Background: an optimization exercise with open tools, aiming at small area, a short achievable clock period and few clock cycles. Do not read the settings as production practice.
Only simulation tests tie the RTL to the original design; equivalence was not proved.
No activity file was given, so power comes from the tool's default toggle rates.

**design/flow/design.v**
```verilog
module ice_rx (
    input  wire        clk,
    input  wire        rst,
    input  wire        in_valid,
    input  wire [7:0]  in_data,
    output wire        in_ready,
    output reg         bit_valid,
    output reg         bit_data,
    output wire        pay_valid,
    output wire [7:0]  pay_data,
    output reg         res_valid,
    output wire [1:0]  res_tag,
    output wire [3:0]  res_code,
    output wire [16:0] res_count,
    output wire [7:0]  res_f0,
    output wire [7:0]  res_f1,
    output wire [7:0]  res_f2,
    output wire [7:0]  res_f3,
    output wire [7:0]  res_f4,
    output wire [7:0]  res_decl
);
    localparam [1:0] TAG_UNREC = 2'd0, TAG_GOC = 2'd1, TAG_EIN = 2'd2, TAG_MBUS = 2'd3;
    localparam [1:0] P_IDLE = 2'd0, P_LEN_HI = 2'd1, P_LEN_LO = 2'd2, P_BODY = 2'd3;
    function [15:0] crc16_byte;
        input [15:0] c;
        input [7:0]  b;
        integer i;
        reg [15:0] x;
        begin
            x = c ^ {b, 8'h00};
            for (i = 0; i < 8; i = i + 1)
                x = x[15] ? ({x[14:0], 1'b0} ^ 16'h1021) : {x[14:0], 1'b0};
            crc16_byte = x;
        end
    endfunction
    assign in_ready = 1'b1;
    reg        v_q;
    reg [7:0]  d_q;
    reg        ws_q, wl_q, wst_q, wsp_q;    
    reg        z_q;                         
    reg        g1_q;                        
    reg [1:0]  phase;
    reg [1:0]  chan;
    reg [15:0] r;            
    reg [16:0] c;            
    reg [7:0]  hdr0, hdr1, hdr2, hdr3, hdr4, decl;
    reg [15:0] ck;           
    reg [3:0]  code;         
    reg        last;         
    reg        pv;           
    reg        ng;           
    reg        eok;          
    reg        fst;          
    reg        hz;           
    reg        done;         
    assign res_tag   = chan;
    assign res_code  = code;
    assign res_count = c;
    assign res_f0    = hdr0;
    assign res_f1    = hdr1;
    assign res_f2    = hdr2;
    assign res_f3    = hdr3;
    assign res_f4    = hdr4;
    assign res_decl  = decl;
    assign pay_data  = d_q;
    wire is_goc  = (chan == TAG_GOC);
    wire is_ein  = (chan == TAG_EIN);
    wire is_mbus = (chan == TAG_MBUS);
    wire r_hi0   = (r[15:2] == 14'd0);
    wire r_is2   = r_hi0 & (r[1:0] == 2'd2);
    wire u       = &c[16:3];
    wire [2:0] cl = c[2:0];
    assign pay_valid = v_q & pv;
    wire pv_n = (is_ein  & ~r_is2 & (~c[16] | (u & cl == 3'd7))) |
                (is_mbus & ~r_hi0 & (~c[16] | (u & cl[2:1] == 2'b11)));
    wire [7:0] b = d_q;
    wire w_s  = hz & ws_q;
    wire w_l  = hz & wl_q;
    wire w_st = hz & wst_q;
    wire w_sp = hz & wsp_q;
    wire k_odd = c[0];
    wire      err = code[3] | code[2];
    reg       ev_err;
    reg [3:0] ev_code;
    reg       ev_bit;
    reg       ev_stop;
    always @(*) begin
        ev_err  = 1'b0;
        ev_code = 4'd0;
        ev_bit  = 1'b0;
        ev_stop = 1'b0;
        if (!eok) begin
            ev_err = 1'b1; ev_code = 4'd4;
        end else if (done) begin
            ev_err = 1'b1; ev_code = 4'd5;
        end else if (k_odd) begin
            if (!w_s) begin ev_err = 1'b1; ev_code = 4'd6; end
        end else if (!(w_s | w_l | w_st | w_sp)) begin
            ev_err = 1'b1; ev_code = 4'd6;
        end else if (fst) begin
            if (!w_st) begin ev_err = 1'b1; ev_code = 4'd8; end
        end else if (w_s | w_l) begin
            ev_bit = 1'b1;
        end else if (w_sp) begin
            ev_stop = 1'b1;
        end else begin
            ev_err = 1'b1; ev_code = 4'd8;
        end
    end
    wire        edge_byte = (r[1:0] == 2'd0);
    wire        word_end  = (r[1:0] == 2'd1);
    wire        n_ng      = ng | (edge_byte & g1_q);
    wire        n_err     = err | (word_end & ev_err);
    wire        n_done    = done | (word_end & ev_stop);
    wire [16:0] c_inc    = c + 17'd1;
    wire [16:0] l_p3     = {1'b0, hdr2, hdr1[7:2], 2'b11};    
    wire [12:0] nbits    = c[13:1] - 13'd1;
    wire        len_diff = (c[16:8] != 9'd0) | (c[7:0] != decl);
    wire [7:0]  sum_n    = ck[15:8] + b;
    wire [15:0] crc_n    = crc16_byte(ck, b);
    wire        ck_bad   = (b != ck[15:8]) | (ck[7:0] != 8'd0);
    wire [15:0] len      = {r[15:8], b};
    wire        short_e  = (len[15:2] == 14'd0);
    wire        short_m  = (len[15:3] == 13'd0);
    always @(posedge clk) begin
        v_q   <= in_valid & ~rst;
        d_q   <= in_data;
        ws_q  <= (in_data >= 8'd6)  & (in_data <= 8'd14);
        wl_q  <= (in_data >= 8'd26) & (in_data <= 8'd34);
        wst_q <= (in_data >= 8'd56) & (in_data <= 8'd64);
        wsp_q <= (in_data >= 8'd86) & (in_data <= 8'd94);
        z_q   <= (in_data == 8'd0);
        g1_q  <= (in_data[7:1] != 7'd0);
    end
    always @(posedge clk) begin
        if (rst) begin
            phase     <= P_IDLE;
            pv        <= 1'b0;
            res_valid <= 1'b0;
            bit_valid <= 1'b0;
        end else begin
            res_valid <= 1'b0;
            bit_valid <= 1'b0;
            if (v_q) begin
                case (phase)
                P_IDLE: begin
                    hdr0 <= b;
                    if (b == 8'h47 || b == 8'h45 || b == 8'h4D) begin
                        chan  <= (b == 8'h47) ? TAG_GOC : (b == 8'h45) ? TAG_EIN : TAG_MBUS;
                        phase <= P_LEN_HI;
                    end else begin
                        chan      <= TAG_UNREC;
                        code      <= 4'd0;
                        c         <= 17'd1;
                        res_valid <= 1'b1;
                    end
                end
                P_LEN_HI: begin
                    r[15:8] <= b;
                    hdr2    <= b;
                    pv      <= 1'b0;
                    phase   <= P_LEN_LO;
                end
                P_LEN_LO: begin
                    r[7:0] <= b;
                    hdr1   <= b;
                    last   <= (len == 16'd1);
                    code   <= 4'd0;
                    done   <= 1'b0;
                    ck     <= is_ein ? 16'h0000 : 16'hFFFF;
                    case (chan)
                    TAG_GOC:  begin ng <= (b[1:0] != 2'd0); c <= (b[1:0] != 2'd0) ? 17'd4 : 17'd0; end
                    TAG_EIN:  begin ng <= short_e; c <= short_e ? 17'd1 : 17'h1FFFD; end
                    default:  begin ng <= short_m; c <= short_m ? 17'd1 : 17'h1FFF9; end
                    endcase
                    if (len == 16'd0) begin
                        phase     <= P_IDLE;
                        res_valid <= 1'b1;
                        c         <= 17'd0;
                        code      <= is_goc ? 4'd9 : 4'd1;
                    end else begin
                        phase <= P_BODY;
                    end
                end
                default: begin  
                    r    <= r - 16'd1;
                    last <= r_is2;
                    pv   <= pv_n & ~last;
                    ck   <= is_ein ? {sum_n, ck[7:0]} : crc_n;
                    if ((!is_goc || ng) && !last) c <= c_inc;
                    if (u) begin
                        if (is_ein) begin
                            if (cl == 3'd5) hdr0 <= b;
                            if (cl == 3'd6) hdr1 <= b;
                            if (cl == 3'd7) decl <= b;
                        end else begin
                            if (cl == 3'd1) hdr0 <= b;
                            if (cl == 3'd2) hdr1 <= b;
                            if (cl == 3'd3) hdr2 <= b;
                            if (cl == 3'd4) hdr3 <= b;
                            if (cl == 3'd5) hdr4 <= b;
                            if (cl == 3'd6) decl <= b;
                        end
                    end
                    if (is_goc) begin
                        ng <= n_ng;
                        if (edge_byte) begin
                            eok <= b[0] ^ c[0];
                            fst <= (c[13:0] == 14'd0);
                        end
                        if (r[1:0] == 2'd3) hz <= z_q;
                        if (r[1:0] == 2'd2) hz <= hz & z_q;
                        if (word_end) begin
                            if (!err) code <= ev_code;
                            done <= n_done;
                            if (!n_err) c <= c_inc;
                            if (!err && ev_bit) begin
                                bit_valid <= 1'b1;
                                bit_data  <= w_l;
                            end
                        end
                    end
                    if (last) begin
                        phase     <= P_IDLE;
                        res_valid <= 1'b1;
                        case (chan)
                        TAG_GOC: begin
                            if (n_ng) begin
                                chan <= TAG_UNREC;
                                c    <= (hdr1[1:0] != 2'd0) ? c : l_p3;
                                code <= 4'd0;
                            end else if (n_err) begin
                            end else if (!n_done) begin
                                code <= 4'd9;
                            end else begin
                                c    <= {4'd0, nbits};
                            end
                        end
                        TAG_EIN: begin
                            code <= 4'd0;
                            if (ng)            code <= 4'd1;
                            else if (len_diff) code <= 4'd2;
                            else if (ck_bad)   code <= 4'd3;
                        end
                        default: begin
                            code <= 4'd0;
                            if (ng)            code <= 4'd1;
                            else if (len_diff) code <= 4'd2;
                            else if (ck_bad)   code <= 4'd3;
                        end
                        endcase
                    end
                end
                endcase
            end
        end
    end
endmodule
```
**design/flow/flow/run.sh**
```bash
#!/bin/bash
set -euo pipefail
bash standard.sh \
  "BUFFER_PORTS_ARGS=-buffer_cell sky130_fd_sc_hd__buf_1" \
  "MATCH_CELL_FOOTPRINT=0" \
  "CTS_ARGS=-sink_clustering_enable -repair_clock_nets -dont_use_dummy_load -sink_clustering_size 30 -sink_clustering_max_diameter 60 -buf_list sky130_fd_sc_hd__clkbuf_8" \
  finish > standard.log 2>&1
```
**design/flow/standard.sh**
```bash
#!/bin/bash
# synth_recipe.tcl (not shown) runs the flow's synth.tcl, then flattens the netlist and writes it again
# the make line also repeats each setting of config.mk as NAME=value (left out here)
make -C /OpenROAD-flow-scripts/flow DESIGN_CONFIG=/design/flow/config.mk WORK_HOME=/design/flow/orfs CLKGATE_MAP_FILE= SYNTH_SCRIPT=/design/flow/synth_recipe.tcl "${@:-finish}"
```
**design/flow/config.mk**
```make
export PLATFORM = sky130hd
export DESIGN_NAME = ice_rx
export DESIGN_NICKNAME = ice_rx
export VERILOG_FILES = /design/flow/design.v
export SDC_FILE = /design/flow/constraint.sdc
export NUM_CORES = 4
export LEC_CHECK = 0
export CAP_MARGIN = 20
export CORE_MARGIN = 2
export CORE_UTILIZATION = 60
export PLACE_DENSITY = 0.7
export SETUP_SLACK_MARGIN = 4.2
export SLEW_MARGIN = 20
```
**design/flow/constraint.sdc**
```tcl
create_clock -name core_clock -period 6.5 [get_ports {clk}]
set_input_delay 1.3000 -clock core_clock [delete_from_list [all_inputs] [get_ports {clk}]]
set_output_delay 1.3000 -clock core_clock [all_outputs]
set_load 0.01 [all_outputs]
```
==> results of run 1 <==
-- stage by stage --
| step | setup WS (ps) | cells |
|---|---|---|
| CTS | 4000 | 993 |
| global route | 3740 | 1039 |
| global placement | 3380 | 879 |
| floorplan | 3970 | 681 |
| detailed placement | 3250 | 879 |
| finish | 3760 | 1039 |
-- placed cells by master (no fill, tap or decap), types with 4 or more instances in the layout --
| cell | synthesis | routed |
|---|---|---|
| nand4_1 | 8 | 8 |
| ha_1 | 26 | 20 |
| o31ai_1 | 6 | 6 |
| o21ai_0 | 38 | 34 |
| mux2i_1 | 5 | 5 |
| o21ai_1 | 6 | 10 |
| xnor2_1 | 37 | 35 |
| and3_1 | 5 | 4 |
| xor2_1 | 32 | 31 |
| dfxtp_4 | 0 | 8 |
| inv_1 | 25 | 21 |
| nor4_1 | 16 | 9 |
| dfxtp_1 | 20 | 9 |
| nand3b_1 | 4 | 4 |
| edfxtp_1 | 110 | 110 |
| nor2_1 | 61 | 54 |
| o221ai_2 | 0 | 5 |
| clkbuf_8 | 0 | 17 |
| a21oi_1 | 32 | 28 |
| nor3_1 | 25 | 19 |
| nor2b_1 | 7 | 4 |
| buf_1 | 1 | 45 |
| and2_4 | 0 | 5 |
| nand3_1 | 19 | 16 |
| nor3_4 | 0 | 6 |
| buf_4 | 10 | 124 |
| buf_6 | 1 | 22 |
| nor2_4 | 0 | 5 |
| a22oi_1 | 5 | 5 |
| nand2_1 | 50 | 49 |
| nor4_2 | 0 | 5 |
| clkbuf_2 | 0 | 36 |
| buf_12 | 0 | 7 |
| nand2b_1 | 7 | 6 |
| or3_4 | 0 | 4 |
-- power by group through the flow --
stage | Sequential, mW | Combinational (mW) | Clock (mW)
finish | 0.919 | 0.150 | 0.498
detailed placement | 0.948 | 0.0875 | 0
CTS | 0.919 | 0.128 | 0.497
global placement | 0.948 | 0.0859 | 0
floorplan | 0.940 | 0.0667 | 0
global route | 0.919 | 0.159 | 0.524
-- final timing paths --
check                           slack (ps)    to  depth (start not counted)
worst min-delay path                   500    pv                          2
worst min register to register         500    pv                          2
worst max-delay path                  3760  c[5]                          6
worst max register to register        3760  c[5]                          6
-- Yosys cell counts (5+ instances only) --
master / n / area share (%)
a22oi_1: 5 / 0.52
o31ai_1: 6 / 0.63
buf_4: 10 / 1.0
dfxtp_1: 20 / 5.6
edfxtp_1: 110 / 46
and3_1: 5 / 0.44
a21oi_1: 32 / 2.2
or3_1: 5 / 0.44
xnor2_1: 37 / 4.5
nand3_1: 19 / 1.3
ha_1: 26 / 4.5
o221ai_1: 9 / 1.1
nor2b_1: 7 / 0.61
clkbuf_1: 24 / 1.3
o22ai_1: 5 / 0.44
xor2_1: 32 / 3.9
nand4_1: 8 / 0.70
o21ai_0: 38 / 2.6
mux2i_1: 5 / 0.70
nor4_1: 16 / 1.4
o21ai_1: 6 / 0.42
nor2_1: 61 / 3.2
and2_1: 7 / 0.61
nand2b_1: 7 / 0.61
nand2_1: 50 / 2.6
inv_1: 25 / 1.3
nor3_1: 25 / 1.7
-- metal layers --
layer | global-route usage (%) | vias up
met5 | 0 | -
li1 | - | 2946
met1 | 45.3 | 3356
met4 | 13.6 | 0
met2 | 56.9 | 613
met3 | 6.32 | 175
-- flip-flops by register name, summed over array words and instances, names as in the netlist, 2 cells and up --
| signal | cells |
|---|---|
| r | 16 |
| hdr1 | 8 |
| hdr0 | 8 |
| hdr4 | 8 |
| phase | 2 |
| ck | 16 |
| d_q | 8 |
| c | 17 |
| code | 4 |
| decl | 8 |
| chan | 2 |
| hdr3 | 8 |
| hdr2 | 8 |
-- cells by family after synthesis --
group	count (synthesis)	share of synthesized area, %
xor+xnor	69	8.42
flops	130	51.6
fa+ha+maj	27	4.81
other cells	1	0.0522
mux	5	0.697
simple gates	234	16.5
buf+inv	66	4.15
compound gates	149	13.8
-- layout make-up --
| type | count | area (um2) |
|---|---|---|
| Fill cell | 588 | 1780 |
| Sequential cell | 130 | 3740 |
| Clock buffer | 17 | 234 |
| Timing Repair Buffer | 237 | 1710 |
| Tap cell | 143 | 179 |
| Inverter | 26 | 105 |
| Multi-Input combinational cell | 486 | 3820 |
-- what timing repair did --
action | in CTS | in global routing
setup endpoints to repair | 175 | 161
hold endpoints to repair | 0 | 0
resized for setup | 103 | 109
pin swaps | 21 | 35
setup buffers | 96 | 45
cloned | 1 | 1
-- critical path, stage by stage (launching register included) --
cell and delay (ps):
edfxtp_1 480, buf_4 230, nor3_1 410, nand2_1 320
xnor2_1 660, a22oi_1 260, o221ai_4 220
==> reports/qor.yml, run 1 <==
timing:
  finalMaxSlewViolations: 0
  rsz0062_at_grt: "yes"
  hold_viol: 0
  min_period_ps: 2740
  setup_tns_ps: 0
  finClkSkew_ps: 25.9
  tightest_slew_ps: 835
  timing.hold.ws_ps: 498
  setup_viol: 0
  slew_headroom_pct: 44.3
  fin_crit_sh_pct: 42.1
  timing.fmax_ghz: 0.365
floorplan:
  die_y_um: 113
  die-area_um2: 12900
  fp.dieW_um: 113
  ios: 95
  rows: 39
  start_util_pct: 62.1
  core_um2: 11600
setup_path:
  critPathLaunch: "c[2]"
  crit_type: "flip-flop to flip-flop"
  worstReg2RegStart: "c[2]"
  worst-path-max-fanout: 8
  start_kind: "flip-flop"
  worst_ep_required_time_ps: 6770
  crit_path_end_kind: "flip-flop"
  arrival_ps: 3010
final_layout:
  final_util_pct: 84.6
  drive_gt1_share_pct: 34.7
  nets: 936
  syn_to_final_growth_pct: 36.3
  n_antenna_cell: 0
  postLayoutCellArea_um2: 9790
routing:
  wl_met2_um: 12400
  viasPerCell: 6.82
  drt_pass1_iterations: 7
  via_count: 7090
  drt_iter0_drc: 1157
  routed_wirelength_um: 26100
  highest_layer: "met4"
  wire_per_inst_um: 25.1
  drcViolationCount: 0
  wl_met3_um: 2820
  ant_nets: 0
  wl_met1_um: 9320
job:
  cap_violations: 0
pwr:
  comb_power_share_pct: 9.6
  p_int_mw: 1.20
  p_sw_mw: 0.365
  peakVddDrop_mv: 0.169
  total_power_mw: 1.57
  swShare_pct: 23.3
  power.density_nw_per_um2: 160
  power_frac_seq_pct: 58.6
  p_leak_nw: 3.61
  clock_power_share_pct: 31.8
cts:
  cts.reportedPaths.clkPinSlew_ps: 70
  h-tree-depth: 4
  hold_buffers: 0
  cts_buffers: 17
  cts_sinks: 130
  cts_tree: "built"
  cts_max_path_buffers: 2
  clock_latency_ps: 450
  cts_root_buf: "clkbuf_8"
yosys:
  yosysWarnings: 1
  synth_edf_count: 110
  ys_types: 74
  syn_avg_cell_area_um2: 10.5
  ys_seq_elements: 130
  ys_seq_area_share_pct: 51.6
  synth_nets: 719
  synth_area_um2: 7180
  synth_top_flop_cell: "edfxtp_1"
  synth_cells: 681
  async_reset_ff_share_pct: 0
global_route:
  first_global_vias: 6101
  track_usage_pct: 34.4
  overflow: 0
  grt_pass1_wl_um: 33400
  grt_max_degree: 40
  grt_antenna_before_repair: 0
place:
  dp_hpwl_um: 13800
  place_area_um2: 7610
  port_buffers: 93
  gp_congestion: 0.958
min_path:
  worstHoldStart: "pv"
  min_path_type: "flip-flop to flip-flop"
status:
  status: "complete, no violations"
Testbench counts, summed over its fixed seeds: cycles 66,736.
==> inputs of run 2 (changes only) <==
--- a/design/flow/config.mk
+++ b/design/flow/config.mk
@@ -10,4 +10,4 @@
 export CORE_UTILIZATION = 60
 export PLACE_DENSITY = 0.7
-export SETUP_SLACK_MARGIN = 4.2
+export SETUP_SLACK_MARGIN = 4.0
 export SLEW_MARGIN = 20
==> run 2 against run 1 <==
Worst hold slack better by 28 ps. Register-to-register slack better by 190 ps. Clock skew down 3.9 ps. Highest routed layer unchanged. Count of clock-buffer cells in the layout unchanged. Design area down 12%. Synthesized area unchanged. Sequential cell count unchanged. Largest power group unchanged. Still clean. Critical path depth unchanged.
==> reports/qor.yml, run 2 <==
final_layout:
  final_cell_mix: "110 x edfxtp_1, 93 x buf_1, 57 x nor2_1"
  syn_to_final_growth_pct: 19.4
  regMostFlops: "c"
  n_antenna_cell: 0
  top_regs: "c: 17 flops, ck: 16 flops, r: 16 flops"
  final_common_cell: "edfxtp_1"
  fillerInstances: 824
  fin_cells: 953
  drive_gt1_share_pct: 17.3
  final_util_pct: 74.1
  nets: 850
  largest_register_ffs: 17
routing:
  drt_iter0_drc: 673
  via_count: 6196
  wire_per_inst_um: 21.6
  routed_wirelength_um: 20600
  drcViolationCount: 0
  drt_pass1_iterations: 9
  ant_nets: 0
  viasPerCell: 6.50
setup_path:
  crit_type: "flip-flop to flip-flop"
  path_buf_inv: 0
  path_cells: "or4_4 -> nor3_4 -> nand4_1 -> or3b_1 -> a2111oi_2 -> a31o_1"
  critical_path.top_delay_family: "simple AND/OR/NAND/NOR gates"
  start_kind: "flip-flop"
  arrival_ps: 2840
  reg2reg_slack_ps: 3950
  max_stage_delay_ps: 580
  worst_ep_required_time_ps: 6800
  cp_slowest_cell: "or4_4"
  crit_path_end_kind: "flip-flop"
  worst-path-max-fanout: 4
yosys:
  ys_types: 74
  yosysWarnings: 1
  ys_seq_elements: 130
  synth_top_area_share_pct: 46.0
  synth_most_common_cell: "edfxtp_1"
  synth_nets: 719
  synth_cells: 681
  synth_common_cells: "110 x edfxtp_1, 61 x nor2_1, 50 x nand2_1, 38 x o21ai_0, 37 x xnor2_1"
  synthTopCellsByArea: "edfxtp_1 46%, dfxtp_1 5.6%, ha_1 4.5%"
  async_reset_ff_share_pct: 0
  synth_area_leader_cell: "edfxtp_1"
  synth_area_um2: 7180
  ys_seq_area_share_pct: 51.6
  synth_edf_count: 110
  synth_top_flop_cell: "edfxtp_1"
  syn_avg_cell_area_um2: 10.5
floorplan:
  die-area_um2: 12900
  core_um2: 11600
  rows: 39
  fp.dieW_um: 113
  start_util_pct: 62.1
  ios: 95
  die_y_um: 113
place:
  port_buffers: 93
  gp_congestion: 0.972
  dp_cells: 879
  dp_hpwl_um: 14100
timing:
  fin_crit_sh_pct: 39.2
  hold_viol: 0
  setup_viol: 0
  finClkSkew_ps: 22.1
  timing.hold.ws_ps: 526
  rsz0062_at_grt: "yes"
  setup_tns_ps: 0
  slew_headroom_pct: 44.1
  finalMaxSlewViolations: 0
  min_period_ps: 2550
  tightest_slew_ps: 839
  timing.fmax_ghz: 0.393
global_route:
  overflow: 0
  grt_pass1_wl_um: 30600
  first_global_vias: 5711
  grt_max_degree: 40
  track_usage_pct: 31.4
  grt_antenna_before_repair: 1
pwr:
  power_frac_seq_pct: 60.6
  p_sw_mw: 0.346
  swShare_pct: 22.6
  total_power_mw: 1.53
  clock_power_share_pct: 32.2
  peakVddDrop_mv: 0.198
  comb_power_share_pct: 7.2
  p_int_mw: 1.18
  p_leak_nw: 2.90
  power.density_nw_per_um2: 179
cts:
  cts_root_buf: "clkbuf_8"
  hold_buffers: 0
  cts_tree: "built"
  cts_sinks: 130
  cts_max_path_buffers: 2
  cts_buffers: 17
  clock_latency_ps: 440
  cts.reportedPaths.clkPinSlew_ps: 70
  h-tree-depth: 4
status:
  status: "complete, no violations"
min_path:
  min_path_type: "flip-flop to flip-flop"
job:
  cap_violations: 0
run 2: cell counts after synthesis:
Identical to the previous run, type by type.
run 2: logic make-up (layout without fill, tap and decap cells):
kind of cell / Yosys count / in the layout / share of synthesized area (%)
simple gates: 234 / 235 / 16.5
mux: 5 / 5 / 0.697
other cells: 1 / 1 / 0.0522
buf+inv: 66 / 194 / 4.15
flops: 130 / 130 / 51.6
fa+ha+maj: 27 / 27 / 4.81
compound gates: 149 / 149 / 13.8
xor+xnor: 69 / 69 / 8.42
run 2: worst register-to-register path, delay by kind of cell (launching register included):
family / cells / cell delay [ps]
AND/OR/NAND/NOR: 4 / 1420
flip-flops: 1 / 440
AO/OA/AOI/OAI: 2 / 530
run 2: cell type report:
cell class                      count  area (um2)  share of cell area [%]
Clock buffer                       17         234                    2.73
Inverter                           26         105                    1.23
Multi-Input combinational cell    486        3480                    40.7
Sequential cell                   130        3720                    43.4
Tap cell                          143         179                    2.09
Timing Repair Buffer              151         845                    9.85
run 2: per-stage QoR:
stage | cell area (um2) | setup slack (ps)
final | 8570 | 3950
after global routing | 8570 | 3900
after CTS | 8150 | 3910
after detailed placement | 7580 | 3190
after global placement | 7580 | 3410
after floorplan | 7250 | 3970
run 2: what timing repair did:
| action | CTS | global route |
|---|---|---|
| buffers inserted | 23 | 33 |
| pin swaps | 4 | 10 |
| gates resized for setup | 36 | 34 |
| endpoints found under the setup margin | 102 | 86 |
| gates cloned | 0 | 1 |
run 2: layer usage:
| metal | vias up | GRT usage (%) | share of wire [%] |
|---|---|---|---|
| li1 | 2768 | - | - |
| met1 | 3004 | 41.9 | 40 |
| met2 | 362 | 48.5 | 48 |
| met3 | 62 | 8.02 | 9.3 |
| met4 | 0 | 15.3 | 3.4 |
| met5 | - | 0 | 0 |
run 2: final timing paths:
path                             from       to  cells after the start
worst max-delay path            c[10]  code[0]                      6
worst min-delay path               pv       pv                      2
worst max register to register  c[10]  code[0]                      6
worst min register to register     pv       pv                      2
run 2: power groups by stage:
stage               clock network, mW  registers (mW)  logic [mW]
floorplan                           0           0.940      0.0664
finish                          0.494           0.927       0.110
detailed placement                  0           0.949      0.0871
CTS                             0.498           0.929      0.0957
global route                    0.524           0.928       0.119
global placement                    0           0.949      0.0855
==> inputs of run 3 (changes only) <==
--- a/design/flow/config.mk
+++ b/design/flow/config.mk
@@ -6,8 +6,9 @@
 export NUM_CORES = 4
 export LEC_CHECK = 0
+export ABC_AREA = 1
 export CAP_MARGIN = 20
 export CORE_MARGIN = 2
 export CORE_UTILIZATION = 60
 export PLACE_DENSITY = 0.7
-export SETUP_SLACK_MARGIN = 4.0
+export SETUP_SLACK_MARGIN = 4.4
 export SLEW_MARGIN = 20
==> run 3 against run 2 <==
Still clean. Synthesized area is 8.5% higher. Critical endpoint is now res_decl[5]. Combinational power is 42% higher. Critical path depth is 5 lower.
==> reports/qor.yml, run 3 <==
routing:
  drt_pass1_iterations: 8
  via_count: 7682
  drcViolationCount: 0
  viasPerCell: 5.88
  routed_wirelength_um: 25300
  ant_nets: 0
  drt_iter0_drc: 972
  wire_per_inst_um: 19.3
final_layout:
  postLayoutCellArea_um2: 10300
  top_regs: "c: 17 flops, ck: 16 flops, r: 16 flops"
  largest_register_ffs: 17
  drive_gt1_share_pct: 34.0
  nets: 1174
  final_common_cell: "nand2_1"
  fillerInstances: 830
  final_cell_mix: "185 x nand2_1, 114 x buf_4, 110 x edfxtp_1"
  regMostFlops: "c"
  syn_to_final_growth_pct: 32.7
  n_antenna_cell: 0
place:
  pre_cts_slack_ps: 3060
  dp_hpwl_um: 16100
  gp_congestion: 0.942
  place_area_um2: 8270
  port_buffers: 93
yosys:
  synth_most_common_cell: "nand2_1"
  yosysWarnings: 1
  ys_seq_area_share_pct: 47.5
  ys_types: 56
  synth_top_flop_cell: "edfxtp_1"
  synth_cells: 924
  syn_avg_cell_area_um2: 8.43
  synth_top_area_share_pct: 42.4
  synth_area_leader_cell: "edfxtp_1"
  async_reset_ff_share_pct: 0
  synth_area_um2: 7790
  synth_edf_count: 110
  ys_seq_elements: 130
  synth_nets: 962
  synth_common_cells: "205 x nand2_1, 118 x inv_1, 110 x edfxtp_1, 104 x nor2_1, 56 x nand3_1"
  synthTopCellsByArea: "edfxtp_1 42%, nand2_1 9.9%, inv_1 5.7%"
global_route:
  grt_pass1_wl_um: 36200
  grt_antenna_before_repair: 0
  first_global_vias: 6811
  track_usage_pct: 33.8
  grt_max_degree: 22
  overflow: 0
status:
  status: "complete, no violations"
cts:
  cts_sinks: 130
  cts_buffers: 17
  cts_max_path_buffers: 2
  clock_latency_ps: 470
  cts_root_buf: "clkbuf_8"
  cts_tree: "built"
  h-tree-depth: 4
  hold_buffers: 0
  cts.reportedPaths.clkPinSlew_ps: 70
pwr:
  comb_power_share_pct: 9.9
  p_int_mw: 1.20
  peakVddDrop_mv: 0.179
  swShare_pct: 24.0
  power.density_nw_per_um2: 153
  clock_power_share_pct: 32.0
  p_sw_mw: 0.378
  power_frac_seq_pct: 58.0
  p_leak_nw: 4.40
job:
  cap_violations: 0
setup_path:
  critPathLaunch: "decl[5]"
  worst-path-max-fanout: 2
  worst_ep_required_time_ps: 5200
  crit_path_end_kind: "output pin"
  path_buf_inv: 1
  crit_type: "flip-flop to output pin"
  worstReg2RegStart: "c[10]"
  critical_path.top_delay_family: "flip-flops"
  start_kind: "flip-flop"
  path_cells: "buf_1"
  cp_slowest_cell: "edfxtp_1"
  max_stage_delay_ps: 460
  arrival_ps: 1080
floorplan:
  start_util_pct: 61.5
  die-area_um2: 13900
  die_y_um: 118
  core_um2: 12700
  fp.dieW_um: 118
  ios: 95
  rows: 41
min_path:
  min_path_type: "flip-flop to flip-flop"
  worstHoldStart: "pv"
timing:
  setup_tns_ps: 0
  timing.hold.ws_ps: 553
  layout_setup_ws_ps: 4120
  finalMaxSlewViolations: 0
  finClkSkew_ps: 30.0
  tightest_slew_ps: 643
  timing.fmax_ghz: 0.419
  setup_viol: 0
  min_period_ps: 2380
  slew_headroom_pct: 57.1
  fin_crit_sh_pct: 36.7
  rsz0062_at_grt: "yes"
  hold_viol: 0
run 3: cell types whose count changed after synthesis, sizes merged, moves of 9 or more:
cell	before	now
nand2	50	220
inv	26	123
nor2	61	111
nand3	19	58
xnor2	37	11
o21ai	44	60
clkbuf	24	13
nand4	8	17
nor4	16	7
xor2	32	23
run 3: power groups by stage:
stage	clock network [mW]	logic [mW]	registers [mW]
after detailed placement	0	0.0905	0.949
after global routing	0.542	0.167	0.915
after CTS	0.503	0.130	0.915
after floorplan	0	0.0686	0.940
after global placement	0	0.0882	0.949
final	0.505	0.156	0.915
run 3: metrics by stage:
stage | util, % | power [mW] | cells
6_report | 81.6 | 1.58 | 1306
5_1_grt | 81.6 | 1.62 | 1306
4_1_cts | 74.4 | 1.55 | 1245
3_5_place_dp | 65.3 | 1.04 | 1155
3_3_place_gp | 65.3 | 1.04 | 1155
2_1_floorplan | - | 1.01 | 924
run 3: what timing repair did:
action,in CTS,in global routing
endpoints found under the hold margin,0,0
cloned,0,2
setup endpoints to repair,234,198
setup buffers,73,59
resized for setup,129,135
pin swaps,13,38
run 3: cell type report:
type                            instances  area, um2  share of cell area, %
Clock buffer                           17        234                   2.26
Timing Repair Buffer                  225       1630                   15.8
Multi-Input combinational cell        637       4020                   38.9
Sequential cell                       130       3740                   36.2
Inverter                              125        495                   4.79
Tap cell                              172        215                   2.08
run 3: final timing paths:
path	to	slack, ps	depth (start not counted)
max	res_decl[5]	4120	1
min	pv	550	2
max reg2reg	code[1]	4270	11
min reg2reg	pv	550	2
run 3: logic make-up (layout without fill, tap and decap cells):
| group | after synthesis | after routing | synth area share, % |
|---|---|---|---|
| AO/OA/AOI/OAI | 127 | 127 | 9.44 |
| XOR/XNOR | 34 | 34 | 3.92 |
| adder cells (fa/ha/maj) | 27 | 27 | 4.43 |
| buffers and inverters | 159 | 367 | 8.62 |
| flip-flops | 130 | 130 | 47.5 |
| other | 1 | 1 | 0.0481 |
| AND/OR/NAND/NOR | 446 | 448 | 26.0 |
run 3: worst register-to-register path: cells and delay by family, from the launching register on:
| kind | cells | cell delay, ps |
|---|---|---|
| compound gates | 2 | 250 |
| flops | 1 | 450 |
| buf+inv | 4 | 450 |
| simple gates | 5 | 820 |
run 3: layer usage:
layer | part of all wire (%) | global-route usage, %
met1 | 38 | 44.3
met2 | 48 | 54.6
met3 | 9.2 | 7.61
met4 | 4.8 | 13.2
met5 | 0 | 0
==> inputs of run 4 (changes only) <==
--- a/design/flow/config.mk
+++ b/design/flow/config.mk
@@ -11,4 +11,4 @@
 export CORE_UTILIZATION = 60
 export PLACE_DENSITY = 0.7
-export SETUP_SLACK_MARGIN = 4.4
+export SETUP_SLACK_MARGIN = 4.2
 export SLEW_MARGIN = 20
==> run 4 against run 3 <==
Still clean. Critical path depth unchanged. First-iteration DRC count down 16%. Sequential share of layout area up 3.3 points. Cell count down 3.8%. Register-to-register slack about the same. Combinational power down 16%. Count of clock-buffer cells in the layout unchanged. Fmax up 1.1%. Synthesized area unchanged. Power down 2.3%. Critical endpoint is now res_f2[0]. Highest routed layer unchanged.
==> reports/qor.yml, run 4 <==
cts:
  cts_max_path_buffers: 2
  cts_tree: "built"
  clock_latency_ps: 460
  cts_buffers: 17
  hold_buffers: 0
  cts_sinks: 130
  cts_root_buf: "clkbuf_8"
  cts.reportedPaths.clkPinSlew_ps: 60
  h-tree-depth: 4
setup_path:
  worst-path-max-fanout: 2
  critical_path.top_delay_family: "flip-flops"
  arrival_ps: 1060
  max_stage_delay_ps: 450
  start_kind: "flip-flop"
  crit_type: "flip-flop to output pin"
  path_buf_inv: 1
  crit_path_end_kind: "output pin"
  path_cells: "clkbuf_2"
  worst_ep_required_time_ps: 5200
  cp_slowest_cell: "edfxtp_1"
timing:
  finClkSkew_ps: 32.0
  hold_viol: 0
  rsz0062_at_grt: "yes"
  tightest_slew_ps: 662
  setup_tns_ps: 0
  timing.fmax_ghz: 0.424
  timing.hold.ws_ps: 567
  min_period_ps: 2360
  layout_setup_ws_ps: 4140
  setup_viol: 0
  finalMaxSlewViolations: 0
  fin_crit_sh_pct: 36.3
  slew_headroom_pct: 55.7
routing:
  routed_wirelength_um: 23200
  drt_iter0_drc: 814
  drcViolationCount: 0
  ant_nets: 0
  viasPerCell: 5.71
  wire_per_inst_um: 18.5
  drt_pass1_iterations: 6
  via_count: 7178
pwr:
  total_power_mw: 1.54
  peakVddDrop_mv: 0.173
  power.density_nw_per_um2: 163
  p_leak_nw: 4.01
yosys:
  syn_avg_cell_area_um2: 8.43
  synth_area_um2: 7790
  synth_top_area_share_pct: 42.4
  ys_seq_elements: 130
  synth_nets: 962
  synth_top_flop_cell: "edfxtp_1"
  ys_seq_area_share_pct: 47.5
  synth_common_cells: "205 x nand2_1, 118 x inv_1, 110 x edfxtp_1, 104 x nor2_1, 56 x nand3_1"
  yosysWarnings: 1
  synth_cells: 924
  synthTopCellsByArea: "edfxtp_1 42%, nand2_1 9.9%, inv_1 5.7%"
  synth_area_leader_cell: "edfxtp_1"
  synth_edf_count: 110
  ys_types: 56
  synth_most_common_cell: "nand2_1"
  async_reset_ff_share_pct: 0
place:
  port_buffers: 93
  gp_congestion: 0.980
  place_area_um2: 8270
  dp_hpwl_um: 16400
  dp_cells: 1156
  pre_cts_slack_ps: 3060
final_layout:
  seq_area_um2: 3740
  final_util_pct: 74.6
  nets: 1124
  fillerInstances: 964
  top_regs: "c: 17 flops, ck: 16 flops, r: 16 flops"
  postLayoutCellArea_um2: 9450
  n_antenna_cell: 0
  regMostFlops: "c"
  drive_gt1_share_pct: 22.5
  syn_to_final_growth_pct: 21.3
  multi_input_area_um2: 3660
  fin_cells: 1256
  final_common_cell: "nand2_1"
  largest_register_ffs: 17
  final_cell_mix: "202 x nand2_1, 111 x inv_1, 110 x edfxtp_1"
status:
  status: "complete, no violations"
floorplan:
  rows: 41
  ios: 95
  die-area_um2: 13900
  start_util_pct: 61.5
  fp.dieW_um: 118
  die_y_um: 118
  core_um2: 12700
global_route:
  grt_antenna_before_repair: 0
  grt_pass1_wl_um: 34600
  overflow: 0
  first_global_vias: 6605
  grt_max_degree: 22
  track_usage_pct: 32.7
job:
  cap_violations: 0
min_path:
  min_path_type: "flip-flop to flip-flop"
==> run 4: cell counts after synthesis <==
No cell type changed its count.
==> run 4: repair_timing <==
item                                    4_1_cts  5_1_grt
resized for setup                            55       59
setup buffers                                54       28
pin swaps                                     7        9
endpoints found under the setup margin      183      152
gates cloned                                  0        1
endpoints found under the hold margin         0        0
==> run 4: power by group <==
group | internal, mW | switching [mW] | total [mW]
registers | 0.909 | 0.00582 | 0.915
logic | 0.0454 | 0.0855 | 0.131
clock network | 0.229 | 0.265 | 0.495
total | 1.18 | 0.357 | 1.54
==> run 4: final timing paths <==
kind / from / end / slack, ps / cells after the start
worst max-delay path: hdr2[0] / res_f2[0] / 4140 / 1
worst min-delay path: pv / pv / 570 / 2
worst max register to register: chan[0] / hdr1[3] / 4260 / 7
worst min register to register: pv / pv / 570 / 2
==> run 4: layout make-up <==
| cell class | count | area share [%] |
|---|---|---|
| flip-flops and latches | 130 | 39.5 |
| multi-input cells | 635 | 38.7 |
| repair buffers | 176 | 11.7 |
| inverters | 125 | 5.16 |
| clock buffers | 17 | 2.48 |
| well taps | 172 | 2.28 |
| repair inverters | 1 | 0.0794 |
==> run 4: cell families (layout without fill, tap and decap cells) <==
family / after synthesis / count (layout) / share of synthesized area, %
and+or+nand+nor: 446 / 446 / 26.0
buffers and inverters: 159 / 319 / 8.62
DFF: 130 / 130 / 47.5
AOI/OAI and AO/OA: 127 / 127 / 9.44
xor gates and xnor gates: 34 / 34 / 3.92
adders and majority gates: 27 / 27 / 4.43
other: 1 / 1 / 0.0481
==> run 4: layer usage <==
metal	vias up	track usage, %	routed length [um]
li1	3378	-	-
met2	369	52.7	11100
met1	3361	41.9	9280
met5	-	0	0
met4	0	16.2	928
met3	70	6.93	1940
==> inputs of run 5 (changes only) <==
--- a/design/flow/config.mk
+++ b/design/flow/config.mk
@@ -11,4 +11,4 @@
 export CORE_UTILIZATION = 60
 export PLACE_DENSITY = 0.7
-export SETUP_SLACK_MARGIN = 4.2
+export SETUP_SLACK_MARGIN = 4.1
 export SLEW_MARGIN = 20
==> run 5 against run 4 <==
Power shrank 0.43%. Register-to-register slack got worse by 90 ps. Global-route usage shrank 0.74 points. Non-clock buffer count fell by 39. Sequential power increased by 0.5%. Routed wire length decreased by 4.4%. Worst hold slack got worse by 120 ps. Critical path depth is the same. Setup slack worse by 26 ps. Sequential share of layout area rose by 2.1 points. Design area decreased by 5.2%. Clock power is essentially flat. Still clean.
==> reports/qor.yml, run 5 <==
yosys:
  synthMuxAreaShare_pct: 0
  syn_avg_cell_area_um2: 8.43
  ys_types: 56
  synth_edf_count: 110
  ys_seq_area_share_pct: 47.5
  synth_simple_gate_area_share_pct: 26.0
  synth_top_family_by_area: "simple AND/OR/NAND/NOR gates"
  synth_most_common_cell: "nand2_1"
  synth_cells: 924
  synth_top_flop_cell: "edfxtp_1"
  ys_seq_elements: 130
  synth_area_um2: 7790
  synth_top_area_share_pct: 42.4
  synth_nets: 962
  synthXorXnorAreaFrac_pct: 3.92
  synth_compound_area_share_pct: 9.44
  synthAdderAreaFrac_pct: 4.43
  yosysWarnings: 1
  async_reset_ff_share_pct: 0
  synth_common_cells: "205 x nand2_1, 118 x inv_1, 110 x edfxtp_1, 104 x nor2_1, 56 x nand3_1"
  synth_area_leader_cell: "edfxtp_1"
  synthTopCellsByArea: "edfxtp_1 42%, nand2_1 9.9%, inv_1 5.7%"
cts:
  clock_latency_ps: 470
  cts_root_buf: "clkbuf_8"
  h-tree-depth: 4
  cts_buffers: 17
  cts_max_path_buffers: 2
  cts_tree: "built"
  cts_sinks: 130
  hold_buffers: 0
  cts.reportedPaths.clkPinSlew_ps: 90
routing:
  via_count: 6982
  wire_per_inst_um: 18.3
  drt_iter0_drc: 799
  drt_pass1_iterations: 6
  ant_nets: 0
  viasPerCell: 5.74
  drcViolationCount: 0
  routed_wirelength_um: 22200
setup_path:
  worst-path-max-fanout: 4
  start_kind: "flip-flop"
  cp.depth: 1
  crit_path_end_kind: "output pin"
  crit_type: "flip-flop to output pin"
  arrival_ps: 1090
  cp_slowest_cell: "edfxtp_1"
  max_stage_delay_ps: 470
  reg2reg_slack_ps: 4170
  worst_ep_required_time_ps: 5200
  r2r_end: "c[15]"
  path_cells: "buf_1"
  worstReg2RegStart: "phase[1]"
  path_buf_inv: 1
  critical_path.top_delay_family: "flip-flops"
  rr_worst_depth: 6
timing:
  min_period_ps: 2390
  finalMaxSlewViolations: 0
  fin_crit_sh_pct: 36.7
  slew_headroom_pct: 55.5
  timing.fmax_ghz: 0.419
  finClkSkew_ps: 34.4
  setup_viol: 0
  layout_setup_ws_ps: 4120
  rsz0062_at_grt: "yes"
  tightest_slew_ps: 667
  timing.hold.ws_ps: 451
  hold_viol: 0
  setup_tns_ps: 0
final_layout:
  largest_register_ffs: 17
  top_regs: "c: 17 flops, ck: 16 flops, r: 16 flops"
  fillerInstances: 1030
  postLayoutCellArea_um2: 8960
  final_cell_mix: "205 x nand2_1, 115 x inv_1, 110 x edfxtp_1"
  n_antenna_cell: 0
  final_util_pct: 70.7
  fin_cells: 1216
  final_common_cell: "nand2_1"
  syn_to_final_growth_pct: 15.0
  drive_gt1_share_pct: 13.3
  regMostFlops: "c"
  nets: 1084
place:
  port_buffers: 93
  dp_hpwl_um: 16200
  gp_congestion: 0.982
  dp_cells: 1155
  place_area_um2: 8250
  pre_cts_slack_ps: 3090
pwr:
  p_leak_nw: 3.64
  power_frac_seq_pct: 60.0
  swShare_pct: 23.2
  comb_power_share_pct: 7.7
  p_int_mw: 1.18
  peakVddDrop_mv: 0.191
  total_power_mw: 1.53
  power.density_nw_per_um2: 171
  p_sw_mw: 0.355
  clock_power_share_pct: 32.4
global_route:
  track_usage_pct: 32.0
  overflow: 0
  grt_max_degree: 22
  first_global_vias: 6495
  grt_pass1_wl_um: 34400
  grt_antenna_before_repair: 0
job:
  cap_violations: 0
floorplan:
  rows: 41
  die_y_um: 118
  fp.dieW_um: 118
  ios: 95
  die-area_um2: 13900
  start_util_pct: 61.5
  core_um2: 12700
min_path:
  worstHoldStart: "d_q[3]"
  min_path_type: "flip-flop to flip-flop"
  hold_depth: 0
  hold_end: "hdr4[3]"
status:
  status: "complete, no violations"
run 5: cell types whose count changed in the layout (fill, tap and decap cells not counted), sizes merged:
| cell | previous run | this run |
|---|---|---|
| clkinvlp | 6 | 2 |
| inv | 120 | 122 |
| clkinv | 0 | 1 |
| buf | 126 | 135 |
| clkbuf | 67 | 19 |
run 5: kinds of logic (layout without fill, tap and decap cells):
group,Yosys count,in the layout
simple gates,446,446
buf+inv,159,279
flops,130,130
compound gates,127,127
xor+xnor,34,34
fa+ha+maj,27,27
other cells,1,1
run 5: worst max-delay path by stage:
stage,end,start
2_1_floorplan,hdr1[0],rst
3_3_place_gp,hdr1[4],rst
3_5_place_dp,hdr1[6],rst
4_1_cts,hdr3[5],rst
5_1_grt,r[14],r[0]
6_report,res_tag[0],chan[0]
run 5: what timing repair did:
item | 4_1_cts | 5_1_grt
pin swaps | 5 | 2
endpoints found under the setup margin | 137 | 84
gates cloned | 0 | 0
gates resized for setup | 24 | 14
buffers inserted | 31 | 13
run 5: worst reg2reg max path, stage by stage, from the launching register on:
cell	delay, ps
dfxtp_1	350
inv_1	110
ha_1	540
clkinv_1	520
nand3_1	320
nor2_4	70
buf_12	160
run 5: metal layers:
layer | up-vias | GRT usage (%) | wire, um
li1 | 3300 | - | -
met2 | 361 | 50.9 | 10300
met3 | 77 | 6.25 | 2030
met5 | - | 0 | 0
met1 | 3244 | 42.3 | 8950
met4 | 0 | 14.9 | 929
run 5: cell type report:
cell class / count / area, um2 / area share (%)
flip-flops and latches: 130 / 3730 / 41.7
multi-input cells: 635 / 3590 / 40.1
repair buffers: 137 / 711 / 7.93
inverters: 125 / 477 / 5.32
clock buffers: 17 / 234 / 2.61
well taps: 172 / 215 / 2.40
run 5: power by group through the flow:
stage | clock [mW] | combinational (mW) | sequential, mW
6_report | 0.496 | 0.118 | 0.920
3_5_place_dp | 0 | 0.0904 | 0.949
5_1_grt | 0.529 | 0.129 | 0.920
2_1_floorplan | 0 | 0.0680 | 0.940
3_3_place_gp | 0 | 0.0882 | 0.949
4_1_cts | 0.500 | 0.108 | 0.922
==> inputs of run 6 (changes only) <==
--- a/design/flow/config.mk
+++ b/design/flow/config.mk
@@ -11,4 +11,4 @@
 export CORE_UTILIZATION = 60
 export PLACE_DENSITY = 0.7
-export SETUP_SLACK_MARGIN = 4.1
+export SETUP_SLACK_MARGIN = 4.0
 export SLEW_MARGIN = 20
==> run 6 against run 5 <==
Register-to-register slack worse by 20 ps. Global-route usage shrank 0.22 points. Synthesized cell count unchanged. Power fell by 0.33%. Critical path depth unchanged. Routed wire length is 1.5% lower. Sequential share of layout area up 1.1 points. Non-clock buffer count down 24. Combinational power is 16% lower. Cell count decreased by 2.0%. Sequential cell count unchanged. Largest power group unchanged.
==> reports/qor.yml, run 6 <==
cts:
  cts.reportedPaths.clkPinSlew_ps: 80
  clock_latency_ps: 460
  cts_tree: "built"
  cts_buffers: 17
  cts_sinks: 130
  cts_root_buf: "clkbuf_8"
  h-tree-depth: 4
  cts_max_path_buffers: 2
floorplan:
  fp.dieW_um: 118
  die-area_um2: 13900
  core_um2: 12700
  start_util_pct: 61.5
  die_y_um: 118
  rows: 41
  ios: 95
yosys:
  synth_area_leader_cell: "edfxtp_1"
  synth_top_area_share_pct: 42.4
  async_reset_ff_share_pct: 0
  synth_nets: 962
  syn_avg_cell_area_um2: 8.43
  synth_top_flop_cell: "edfxtp_1"
  ys_types: 56
  yosysWarnings: 1
  synth_cells: 924
  synthTopCellsByArea: "edfxtp_1 42%, nand2_1 9.9%, inv_1 5.7%"
  synth_common_cells: "205 x nand2_1, 118 x inv_1, 110 x edfxtp_1, 104 x nor2_1, 56 x nand3_1"
  synth_most_common_cell: "nand2_1"
  synth_edf_count: 110
  synth_area_um2: 7790
  ys_seq_area_share_pct: 47.5
  ys_seq_elements: 130
place:
  dp_hpwl_um: 16300
  port_buffers: 93
  gp_congestion: 0.966
setup_path:
  worst-path-max-fanout: 11
  critical_path.top_delay_family: "flip-flops"
  path_buf_inv: 1
  path_cells: "buf_1"
  worst_ep_required_time_ps: 5200
  cp_slowest_cell: "dfxtp_2"
  start_kind: "flip-flop"
  arrival_ps: 1160
  crit_path_end_kind: "output pin"
  max_stage_delay_ps: 510
  crit_type: "flip-flop to output pin"
global_route:
  grt_antenna_before_repair: 0
  grt_max_degree: 22
  first_global_vias: 6318
  grt_pass1_wl_um: 34200
  overflow: 0
  track_usage_pct: 31.7
final_layout:
  final_common_cell: "nand2_1"
  largest_register_ffs: 17
  final_cell_mix: "205 x nand2_1, 116 x inv_1, 110 x edfxtp_1"
  n_antenna_cell: 0
  fillerInstances: 1098
  regMostFlops: "c"
  syn_to_final_growth_pct: 11.7
  nets: 1060
  top_regs: "c: 17 flops, ck: 16 flops, r: 16 flops"
  drive_gt1_share_pct: 10.6
routing:
  routed_wirelength_um: 21900
  viasPerCell: 5.77
  ant_nets: 0
  via_count: 6877
  wire_per_inst_um: 18.4
  drcViolationCount: 0
  drt_iter0_drc: 847
  drt_pass1_iterations: 5
timing:
  min_period_ps: 2460
  finClkSkew_ps: 31.6
  setup_tns_ps: 0
  hold_viol: 0
  fin_crit_sh_pct: 37.8
  finalMaxSlewViolations: 0
  rsz0062_at_grt: "yes"
  tightest_slew_ps: 695
  timing.hold.ws_ps: 560
  slew_headroom_pct: 53.7
  setup_viol: 0
  timing.fmax_ghz: 0.406
min_path:
  min_path_type: "flip-flop to flip-flop"
job:
  cap_violations: 0
pwr:
  power.density_nw_per_um2: 176
  peakVddDrop_mv: 0.198
  p_leak_nw: 3.53
  total_power_mw: 1.53
status:
  status: "complete, no violations"
## run 6: cell counts after synthesis
Identical to the previous run, type by type.
## run 6: through the flow
stage / util (%) / setup WS, ps / instance area [um2] / cells
2_1_floorplan: - / 3690 / 7870 / 924
3_3_place_gp: 65.0 / 3150 / 8230 / 1155
3_5_place_dp: 65.0 / 3110 / 8230 / 1155
4_1_cts: 68.0 / 4000 / 8610 / 1184
5_1_grt: 68.7 / 3990 / 8700 / 1192
6_report: 68.7 / 4040 / 8700 / 1192
## run 6: area by class of cell
type	instances	area, um2	share of cell area (%)
clock buffers	17	234	2.69
multi-input cells	635	3560	40.9
flip-flops and latches	130	3730	42.8
inverters	125	473	5.43
repair buffers	113	499	5.74
well taps	172	215	2.47
## run 6: report_power, final
part,internal (mW),switching (mW)
logic,0.0322,0.0672
registers,0.910,0.0191
clock network,0.229,0.271
## run 6: logic make-up after synthesis
family | count (synthesis) | share of synthesized area (%)
fa+ha+maj | 27 | 4.43
simple gates | 446 | 26.0
flops | 130 | 47.5
buf+inv | 159 | 8.62
xor+xnor | 34 | 3.92
compound gates | 127 | 9.44
other cells | 1 | 0.0481
## run 6: final timing paths
path / slack [ps] / start / depth (start not counted) / endpoint
setup / recovery: 4040 / d_q[4] / 1 / pay_data[4]
hold reg to reg: 560 / hdr2[7] / 2 / c[15]
setup reg to reg: 4150 / chan[0] / 7 / hdr1[5]
hold / removal: 560 / hdr2[7] / 2 / c[15]
## run 6: per-layer routing
metal / GRT usage (%) / vias up / routed length, um
li1: - / 3255 / -
met1: 44.1 / 3191 / 8950
met2: 51.0 / 378 / 10400
met3: 4.94 / 53 / 1850
met4: 11.0 / 0 / 722
met5: 0 / - / 0
## run 6: repair_timing
item	in CTS	in global routing
cloned	0	0
hold buffers	0	0
setup buffers	12	8
endpoints found under the setup margin	117	64
pin swaps	3	1
gates resized for setup	20	6
==> inputs of run 7 (changes only) <==
--- a/design/flow/config.mk
+++ b/design/flow/config.mk
@@ -9,6 +9,6 @@
 export CAP_MARGIN = 20
 export CORE_MARGIN = 2
-export CORE_UTILIZATION = 60
-export PLACE_DENSITY = 0.7
+export CORE_UTILIZATION = 70
+export PLACE_DENSITY = 0.8
 export SETUP_SLACK_MARGIN = 4.0
 export SLEW_MARGIN = 20
==> run 7 against run 6 <==
Global-route usage up 6.0 points. Count of clock-buffer cells in the layout unchanged. Non-clock buffer count up 15. Routed wire length up 3.2%. Sequential share of layout area down 0.44 points. Largest cell class unchanged. Still clean.
==> reports/qor.yml, run 7 <==
routing:
  via_count: 7215
  drt_pass1_iterations: 6
  viasPerCell: 6.14
  routed_wirelength_um: 22600
  wire_per_inst_um: 19.2
  drcViolationCount: 0
  drt_iter0_drc: 925
  ant_nets: 0
setup_path:
  crit_path_end_kind: "flip-flop"
  worst-path-max-fanout: 8
  rr_worst_depth: 8
  worstReg2RegStart: "c[10]"
  critPathLaunch: "rst"
  worst_ep_required_time_ps: 6640
  arrival_ps: 2640
  crit_type: "primary input to flip-flop"
  start_kind: "primary input"
  cp-endpoint: "hdr4[0]"
  r2r_end: "hdr1[6]"
  reg2reg_slack_ps: 4080
pwr:
  clock_power_share_pct: 32.5
  swShare_pct: 23.2
  peakVddDrop_mv: 0.176
  p_int_mw: 1.17
  p_sw_mw: 0.355
  p_leak_nw: 3.60
  power.density_nw_per_um2: 174
  power_frac_seq_pct: 60.8
  comb_power_share_pct: 6.7
final_layout:
  fin_cells: 1175
  regMostFlops: "c"
  seq_area_um2: 3720
  final_common_cell: "nand2_1"
  multi_input_area_um2: 3540
  largest_register_ffs: 17
  n_antenna_cell: 0
  top_regs: "c: 17 flops, ck: 16 flops, r: 16 flops"
  drive_gt1_share_pct: 11.9
  syn_to_final_growth_pct: 12.7
  final_cell_mix: "205 x nand2_1, 116 x inv_1, 110 x edfxtp_1"
  nets: 1075
  fillerInstances: 707
timing:
  finClkSkew_ps: 37.4
  finalMaxSlewViolations: 0
  timing.fmax_ghz: 0.400
  hold_viol: 0
  slew_headroom_pct: 55.2
  tightest_slew_ps: 672
  fin_crit_sh_pct: 38.5
  setup_tns_ps: 0
  rsz0062_at_grt: "no"
  min_period_ps: 2500
  setup_viol: 0
yosys:
  synth_simple_gate_area_share_pct: 26.0
  synth_top_area_share_pct: 42.4
  synth_compound_area_share_pct: 9.44
  async_reset_ff_share_pct: 0
  synth_area_leader_cell: "edfxtp_1"
  ys_types: 56
  synthXorXnorAreaFrac_pct: 3.92
  synthMuxAreaShare_pct: 0
  synth_area_um2: 7790
  synth_most_common_cell: "nand2_1"
  yosysWarnings: 1
  synth_edf_count: 110
  synthAdderAreaFrac_pct: 4.43
  ys_seq_area_share_pct: 47.5
  synth_common_cells: "205 x nand2_1, 118 x inv_1, 110 x edfxtp_1, 104 x nor2_1, 56 x nand3_1"
  synth_cells: 924
  synth_top_flop_cell: "edfxtp_1"
  synth_top_family_by_area: "simple AND/OR/NAND/NOR gates"
  synth_nets: 962
  synthTopCellsByArea: "edfxtp_1 42%, nand2_1 9.9%, inv_1 5.7%"
  syn_avg_cell_area_um2: 8.43
  ys_seq_elements: 130
floorplan:
  ios: 95
  core_um2: 10800
  die_y_um: 110
  die-area_um2: 12000
  fp.dieW_um: 110
  rows: 38
  start_util_pct: 71.9
cts:
  cts_max_path_buffers: 2
  cts_sinks: 130
  cts_buffers: 17
  cts.reportedPaths.clkPinSlew_ps: 90
  cts_root_buf: "clkbuf_8"
  clock_latency_ps: 450
  cts_tree: "built"
  hold_buffers: 0
  h-tree-depth: 4
global_route:
  grt_antenna_before_repair: 0
  first_global_vias: 6670
  track_usage_pct: 37.8
  grt_max_degree: 22
  overflow: 0
  grt_pass1_wl_um: 34000
min_path:
  min_path_type: "flip-flop to flip-flop"
status:
  status: "complete, no violations"
place:
  dp_hpwl_um: 16100
  port_buffers: 93
  dp_cells: 1123
  gp_congestion: 1.01
job:
  cap_violations: 0
==> run 7: layer usage <==
| layer | share of wire (%) | up-vias | global-route usage (%) |
|---|---|---|---|
| li1 | - | 3277 | - |
| met1 | 36 | 3292 | 46.8 |
| met2 | 47 | 512 | 62.0 |
| met3 | 11 | 134 | 8.36 |
| met4 | 6.2 | 0 | 19.9 |
| met5 | 0 | - | 0 |
==> run 7: cell type report <==
| class | instances | share of cell area, % |
|---|---|---|
| inverter | 125 | 5.38 |
| timing repair buffer | 128 | 7.25 |
| tap | 140 | 1.99 |
| clock buffer | 17 | 2.66 |
| sequential | 130 | 42.4 |
| multi-input combinational | 635 | 40.3 |
==> run 7: per-stage QoR <==
step	setup WS [ps]	utilization [%]	hold WS, ps	instance area [um2]	total power, mW
6_report	4000	81.0	565	8780	1.53
3_3_place_gp	3160	75.6	546	8190	1.03
3_5_place_dp	3130	75.6	557	8190	1.04
4_1_cts	4000	79.3	558	8600	1.52
2_1_floorplan	3690	-	504	7870	1.01
5_1_grt	3980	81.0	574	8780	1.57
==> run 7: power groups by stage <==
stage,Sequential (mW),Combinational [mW],Clock (mW)
detailed placement,0.949,0.0903,0
global placement,0.948,0.0873,0
global route,0.930,0.112,0.525
finish,0.930,0.103,0.497
floorplan,0.940,0.0679,0
CTS,0.931,0.0942,0.493
==> run 7: repair_timing <==
| action | in CTS | in global routing |
|---|---|---|
| hold endpoints to repair | 0 | 0 |
| endpoints found under the setup margin | 108 | 99 |
| pin swaps | 5 | 1 |
| gates resized for setup | 14 | 8 |
| setup buffers | 14 | 21 |
==> run 7: worst min path at each step <==
stage	end	from	slack [ps]	depth (start not counted)
floorplan	pv	pv	500	2
detailed placement	c[13]	hdr2[5]	560	2
finish	hdr3[3]	d_q[3]	570	0
global placement	c[14]	hdr2[6]	550	2
CTS	c[13]	hdr2[5]	560	2
global route	hdr3[3]	d_q[3]	570	0
==> run 7: kinds of logic after synthesis <==
family                     count (synthesis)
other                                      1
xor gates and xnor gates                  34
DFF                                      130
and+or+nand+nor                          446
adders and majority gates                 27
buffers and inverters                    159
AOI/OAI and AO/OA                        127
==> run 7: worst max-delay path, stage by stage <==
cell and delay, ps:
buf_1 200, nor4_2 380, nand3b_1 210, nor4_4 360, buf_12 180
==> inputs of run 8 (changes only) <==
--- a/design/flow/config.mk
+++ b/design/flow/config.mk
@@ -7,8 +7,8 @@
 export LEC_CHECK = 0
 export ABC_AREA = 1
-export CAP_MARGIN = 20
+export CAP_MARGIN = 5
 export CORE_MARGIN = 2
-export CORE_UTILIZATION = 70
-export PLACE_DENSITY = 0.8
+export CORE_UTILIZATION = 60
+export PLACE_DENSITY = 0.7
 export SETUP_SLACK_MARGIN = 4.0
-export SLEW_MARGIN = 20
+export SLEW_MARGIN = 5
==> run 8 against run 7 <==
First-iteration DRC count shrank 8.4%. Routed wire length down 3.1%. Synthesized area unchanged. Non-clock buffer count fell by 15. Die area grew 16%. Power barely moved. Sequential share of layout area is 0.44 points higher. Worst hold slack got worse by 5.9 ps. Sequential power about the same. Synthesized cell count stayed put.
==> reports/qor.yml, run 8 <==
status:
  status: "complete, no violations"
global_route:
  overflow: 0
  track_usage_pct: 31.7
  grt_max_degree: 22
  grt_antenna_before_repair: 0
  grt_pass1_wl_um: 34200
  first_global_vias: 6318
final_layout:
  largest_register_ffs: 17
  nets: 1060
  drive_gt1_share_pct: 10.6
  fin_cells: 1192
  regMostFlops: "c"
  final_common_cell: "nand2_1"
  final_cell_mix: "205 x nand2_1, 116 x inv_1, 110 x edfxtp_1"
  n_antenna_cell: 0
  postLayoutCellArea_um2: 8700
  syn_to_final_growth_pct: 11.7
  final_util_pct: 68.7
  top_regs: "c: 17 flops, ck: 16 flops, r: 16 flops"
floorplan:
  start_util_pct: 61.5
  ios: 95
  rows: 41
  core_um2: 12700
  die-area_um2: 13900
  fp.dieW_um: 118
  die_y_um: 118
pwr:
  clock_power_share_pct: 32.7
  power.density_nw_per_um2: 176
  comb_power_share_pct: 6.5
  p_leak_nw: 3.53
  power_frac_seq_pct: 60.8
  total_power_mw: 1.53
  peakVddDrop_mv: 0.198
  p_int_mw: 1.17
  swShare_pct: 23.4
  p_sw_mw: 0.357
yosys:
  synth_cells: 924
  synthAdderAreaFrac_pct: 4.43
  synth_nets: 962
  synth_area_leader_cell: "edfxtp_1"
  synth_compound_area_share_pct: 9.44
  synthMuxAreaShare_pct: 0
  ys_types: 56
  synthTopCellsByArea: "edfxtp_1 42%, nand2_1 9.9%, inv_1 5.7%"
  synth_simple_gate_area_share_pct: 26.0
  synth_area_um2: 7790
  synth_most_common_cell: "nand2_1"
  synth_top_family_by_area: "simple AND/OR/NAND/NOR gates"
  synth_top_area_share_pct: 42.4
  syn_avg_cell_area_um2: 8.43
  async_reset_ff_share_pct: 0
  ys_seq_elements: 130
  synth_top_flop_cell: "edfxtp_1"
  synth_edf_count: 110
  synth_common_cells: "205 x nand2_1, 118 x inv_1, 110 x edfxtp_1, 104 x nor2_1, 56 x nand3_1"
  yosysWarnings: 1
  ys_seq_area_share_pct: 47.5
  synthXorXnorAreaFrac_pct: 3.92
timing:
  tightest_slew_ps: 695
  fin_crit_sh_pct: 37.8
  finClkSkew_ps: 31.6
  slew_headroom_pct: 53.7
  min_period_ps: 2460
  timing.hold.ws_ps: 560
  setup_viol: 0
  setup_tns_ps: 0
  rsz0062_at_grt: "yes"
  layout_setup_ws_ps: 4040
  timing.fmax_ghz: 0.406
  hold_viol: 0
  finalMaxSlewViolations: 0
routing:
  wl_met2_um: 10400
  routed_wirelength_um: 21900
  wl_met3_um: 1850
  drcViolationCount: 0
  drt_pass1_iterations: 5
  via_count: 6877
  ant_nets: 0
  wire_per_inst_um: 18.4
  highest_layer: "met4"
  wl_met1_um: 8950
  drt_iter0_drc: 847
  viasPerCell: 5.77
min_path:
  min_path_type: "flip-flop to flip-flop"
  hold_depth: 2
  worstHoldStart: "hdr2[7]"
  hold_end: "c[15]"
setup_path:
  start_kind: "flip-flop"
  max_stage_delay_ps: 510
  reg2reg_slack_ps: 4150
  r2r_end: "hdr1[5]"
  worstReg2RegStart: "chan[0]"
  crit_path_end_kind: "output pin"
  rr_worst_depth: 7
  critical_path.top_delay_family: "flip-flops"
  arrival_ps: 1160
  cp_slowest_cell: "dfxtp_2"
  crit_type: "flip-flop to output pin"
  path_buf_inv: 1
  worst_ep_required_time_ps: 5200
  path_cells: "buf_1"
  worst-path-max-fanout: 11
cts:
  cts_root_buf: "clkbuf_8"
  cts_tree: "built"
  cts.reportedPaths.clkPinSlew_ps: 80
  cts_max_path_buffers: 2
  cts_sinks: 130
  cts_buffers: 17
  hold_buffers: 0
  clock_latency_ps: 460
  h-tree-depth: 4
place:
  port_buffers: 93
  pre_cts_slack_ps: 3110
  dp_cells: 1155
  gp_congestion: 0.966
  dp_hpwl_um: 16300
  place_area_um2: 8230
job:
  cap_violations: 0
-- run 8: worst max path at each step --
| stage | start | to | slack (ps) | cells past startpoint |
|---|---|---|---|---|
| 3_5_place_dp | rst | hdr1[7] | 3110 | 6 |
| 5_1_grt | chan[0] | ck[13] | 3990 | 7 |
| 4_1_cts | c[0] | res_count[0] | 4000 | 1 |
| 2_1_floorplan | rst | hdr1[0] | 3690 | 5 |
| 6_report | d_q[4] | pay_data[4] | 4040 | 1 |
| 3_3_place_gp | rst | hdr1[4] | 3150 | 6 |
-- run 8: timing repair --
action | 4_1_cts | 5_1_grt
resized for setup | 20 | 6
hold endpoints to repair | 0 | 0
pin swaps | 3 | 1
setup endpoints to repair | 117 | 64
setup buffers | 12 | 8
gates cloned | 0 | 0
-- run 8: cells by family (layout without fill, tap and decap cells) --
kind of cell / count (synthesis) / after routing
AO/OA/AOI/OAI: 127 / 127
XOR/XNOR: 34 / 34
adder cells (fa/ha/maj): 27 / 27
buffers and inverters: 159 / 255
flip-flops: 130 / 130
other: 1 / 1
AND/OR/NAND/NOR: 446 / 446
-- run 8: final cells by class --
cell class,count,area (um2)
Clock buffer,17,234
Fill cell,1098,3970
Inverter,125,473
Multi-Input combinational cell,635,3560
Sequential cell,130,3730
Tap cell,172,215
Timing Repair Buffer,113,499
-- run 8: tightest hold or removal path: stages (launching register included) --
cell      delay (ps)
edfxtp_1         340
a21oi_1           70
nand2_1           50
-- run 8: power by group through the flow --
stage                     Combinational, mW  Clock, mW  Sequential, mW
after global routing                  0.110      0.537           0.929
after floorplan                      0.0679          0           0.940
after CTS                            0.0950      0.506           0.930
after global placement               0.0883          0           0.949
final                                0.0994      0.500           0.929
after detailed placement             0.0903          0           0.950
-- run 8: routing by layer --
layer,vias up,global-route usage (%)
met2,378,51.0
met3,53,4.94
met5,-,0
li1,3255,-
met1,3191,44.1
met4,0,11.0

==> port drivers added, routing unchanged <==
No port has a modelled driver above. Below, the same layouts with a new extraction and two added sets of constraints. Step 1 sets driving cells, clkbuf_16 on the clock port and buf_2 on the other inputs (assumed; they add their load-dependent delay and slew). Step 2 moves the port delays by t, midway between the first and last clock arrival at a register: inputs arrive t later, outputs are due t later. That takes back most of the time a late clock gives input paths. Three values: ideal, step 1, step 2; two values: the first two.
run | shift t [ns] | setup WS [ns] | worst setup path at the end | worst slew at a driven data input, ns | pins driven straight from the clock port
run 1 | 0.473 | 3.763 / 3.763 / 3.739 | input to register | 0.04 | 1
run 2 | 0.471 | 3.955 / 3.955 / 3.610 | input to register | 0.03 | 1
run 3 | 0.493 | 4.116 / 4.078 / 3.853 | input to register | 0.06 | 1
run 4 | 0.480 | 4.141 / 4.102 / 3.780 | input to register | 0.04 | 1
run 5 | 0.486 | 4.115 / 4.077 / 3.679 | input to register | 0.04 | 1
run 6 | 0.481 | 4.040 / 4.002 / 3.603 | input to register | 0.04 | 1
run 7 | 0.466 | 4.000 / 3.997 / 3.545 | input to register | 0.03 | 1
run 8 | 0.481 | 4.040 / 4.002 / 3.603 | input to register | 0.04 | 1
After both steps setup and hold are still met in every run listed. For run 7, which loses most, drivers alone change the setup slack by -0.003 ns; drivers and shift together by -0.455 ns.
